Source: an optimization exercise on an open RTL-to-GDS flow (aim: a short achievable clock period and few clock cycles). Production flows keep margins and buffers that such runs may drop.
The flow treats the clock pin as an ideal source. Dropping or thinning the clock tree relies on that and would not hold on a real chip.
Power is estimated from default activity; no workload was simulated.

Design mnp_codec, start of the top module:
module mnp_codec (
    input  wire        clk,
    input  wire        rst,
    input  wire        tx_in_valid,
    output wire        tx_in_ready,
    input  wire        tx_in_end,
    input  wire [7:0]  tx_in_data,
    output wire        tx_out_valid,
    input  wire        tx_out_ready,
    output wire [7:0]  tx_out_data,
    input  wire        rx_in_valid,
    output wire        rx_in_ready,
    input  wire        rx_in_eos,
    input  wire [7:0]  rx_in_data,
    output wire        rx_out_valid,
    output wire [7:0]  rx_out_data,
    output wire        rx_done_valid,
    output wire [2:0]  rx_done_status,
    output wire [7:0]  rx_done_kind,
    output wire [7:0]  rx_done_seq,
    output wire [7:0]  rx_done_credit,
    output wire [10:0] rx_done_len
);
export LEC_CHECK = 0
export ABC_CLOCK_PERIOD_IN_PS = 1000
export CAP_MARGIN = 20
export CORE_MARGIN = 2
export CORE_UTILIZATION = 40
export GPL_TIMING_DRIVEN = 1
export PLACE_DENSITY = 0.6
export SETUP_SLACK_MARGIN = 2.4
export SLEW_MARGIN = 20
export TNS_END_PERCENT = 100
create_clock -name core_clock -period 3.5 [get_ports {clk}]
standard.sh (not shown) runs the stock make flow with config.mk's settings and CLKGATE_MAP_FILE= SYNTH_SCRIPT=/design/flow/synth_recipe.tcl, a recipe that flattens the netlist after the stock synthesis.
==> flow/flow/run.sh <==
#!/bin/bash
# The standard layout, except that the clock tree is built by
# cts_manual.tcl (a copy of ORFS cts.tcl with a shallow manual tree: port ->
# 4 root buffers -> leaf buffers -> registers) instead of TritonCTS.
set -euo pipefail
here=$(pwd)
export MT_DIR=$here/flow
export MT_LEAVES=${MT_LEAVES:-14}
export MT_ROOTS=${MT_ROOTS:-4}
bash standard.sh synth floorplan place > std_place.log 2>&1
bash standard.sh run RUN_SCRIPT=$here/flow/cts_manual.tcl > cts_manual.log 2>&1
res=$here/orfs/results/sky130hd/mnp_codec/base
test -f $res/4_1_cts.odb
test -f $res/4_cts.sdc
bash standard.sh finish > std_finish.log 2>&1
Other scripts of this flow, unchanged in this note and not shown: flow/flow/cts_manual.tcl, flow/flow/manual_tree.tcl
Then changed:
--- a/flow/design.v
+++ b/flow/design.v
@@ -123,24 +123,27 @@
             in_ready <= 1'b1;
         end else if (pop || !ih_v) begin
             ih_v     <= is_v || accept;
             is_v     <= 1'b0;
             in_ready <= 1'b1;
         end else if (accept) begin
             is_v     <= 1'b1;
             in_ready <= 1'b0;
         end
     end
+    wire          h_load = pop || !ih_v;
+    wire [EW-1:0] h_next = ({EW{!h_load}} & ih) |
+                           ({EW{h_load && is_v}} & is) |
+                           ({EW{h_load && !is_v}} & e_in);
     always @(posedge clk) begin
-        if (pop || !ih_v)
-            ih <= is_v ? is : e_in;
-        else if (accept)
+        ih <= h_next;
+        if (!h_load && accept)
             is <= e_in;
     end
     always @(posedge clk) begin
         if (rst) begin
             st    <= 8'b0000_0001;
             st_w  <= 1'b1;
             k_oct <= SYN;
         end else if (go) begin
             st    <= 8'b0000_0000;
             st_w  <= 1'b0;
@@ -156,28 +159,22 @@
                 end
                 st[S_STUFF]: begin st[S_DATA] <= 1'b1; st_w <= 1'b1; end
                 st[S_ETX]:   st[S_FCSLO] <= 1'b1;
                 st[S_FCSLO]: st[S_FCSHI] <= 1'b1;
                 st[S_FCSHI]: begin st[S_IDLE] <= 1'b1; st_w <= 1'b1; k_oct <= SYN; end
                 default:     begin st[S_IDLE] <= 1'b1; st_w <= 1'b1; k_oct <= SYN; end
             endcase
         end
     end
     always @(posedge clk) begin
-        if (rst)
-            out_valid <= 1'b0;
-        else if (advance)
-            out_valid <= core_valid;
-    end
-    always @(posedge clk) begin
-        if (advance)
-            out_data <= core_out;
+        out_valid <= !rst && ((advance && core_valid) || (!advance && out_valid));
+        out_data  <= ({8{advance}} & core_out) | ({8{!advance}} & out_data);
     end
 endmodule
 module mnp_rxd (
     input  wire        clk,
     input  wire        rst,
     input  wire        in_valid,
     output wire        in_ready,
     input  wire        in_eos,
     input  wire [7:0]  in_data,
     output reg         out_valid,
@@ -355,26 +352,24 @@
     end
     reg [2:0] done_k;
     assign done_kind = {5'b00000, done_k};
     always @(posedge clk) begin
         if (rst) done_valid <= 1'b0;
         else     done_valid <= e_v;
     end
     always @(posedge clk) begin
         done_status <= {e_eos, !e_eos && e_err,
                         !e_eos && (e_ovf || (e_fin && !(lo_m && e_him)))};
-        if (e_fin) begin
-            done_k      <= cls_kind;
-            done_seq    <= cls_seq;
-            done_credit <= cls_credit;
-            done_len    <= cnt;
-        end
+        done_k      <= cls_kind;
+        done_seq    <= cls_seq;
+        done_credit <= cls_credit;
+        done_len    <= cnt;
     end
 endmodule
 module mnp_codec (
     input  wire        clk,
     input  wire        rst,
     input  wire        tx_in_valid,
     output wire        tx_in_ready,
     input  wire        tx_in_end,
     input  wire [7:0]  tx_in_data,
     output wire        tx_out_valid,
Total power came out lower by 1.2%.
Setup slack degrades by 9.4 ps.
Global-route usage stays flat.
Area after synthesis came out lower by 2.8%.
Design area came out lower by 3.7%.
Die area came out lower by 2.8%.
Critical path depth does not change.
Routed wire length came out lower by 5.3%.
Core utilization came out lower by 0.27 points.
No run of this note included a check of the RTL's function; only the layout flow was run. In every run of this note, the design's own scripts or RTL, not TritonCTS, make the clock network.

## re-timing with driven ports
How much do the figures lean on ideal ports? The routed layouts below were timed once more, with nothing changed but the port constraints. Step 1 (the two cells are an assumption about what drives the block):
set clk [get_ports {clk}]
set_driving_cell -lib_cell sky130_fd_sc_hd__clkbuf_16 $clk
set_driving_cell -lib_cell sky130_fd_sc_hd__buf_2 [delete_from_list [all_inputs] $clk]
Step 2 moves the port delays by t, midway between the first and last clock arrival at a register: inputs arrive t later, outputs are due t later. That takes back most of the time a late clock gives input paths. Three values: ideal ports, drivers, drivers and shift; two values: the first two.
| run | t, ns | slack for setup (ns) | latest minus earliest clock arrival (ns) | worst data-port slew with drivers (ns) | cell pins on the clock port's net |
|---|---|---|---|---|---|
| the first run | 0.390 | 1.942 / 1.845 / 1.662 | 0.032 / 0.032 | 0.16 | 4 |
| the second run | 0.385 | 1.932 / 1.839 / 1.682 | 0.030 / 0.030 | 0.06 | 4 |
After both steps every run listed still meets setup and hold. The setup slack of the first run, which loses most, moves by -0.097 ns with the drivers and by -0.280 ns with both steps.
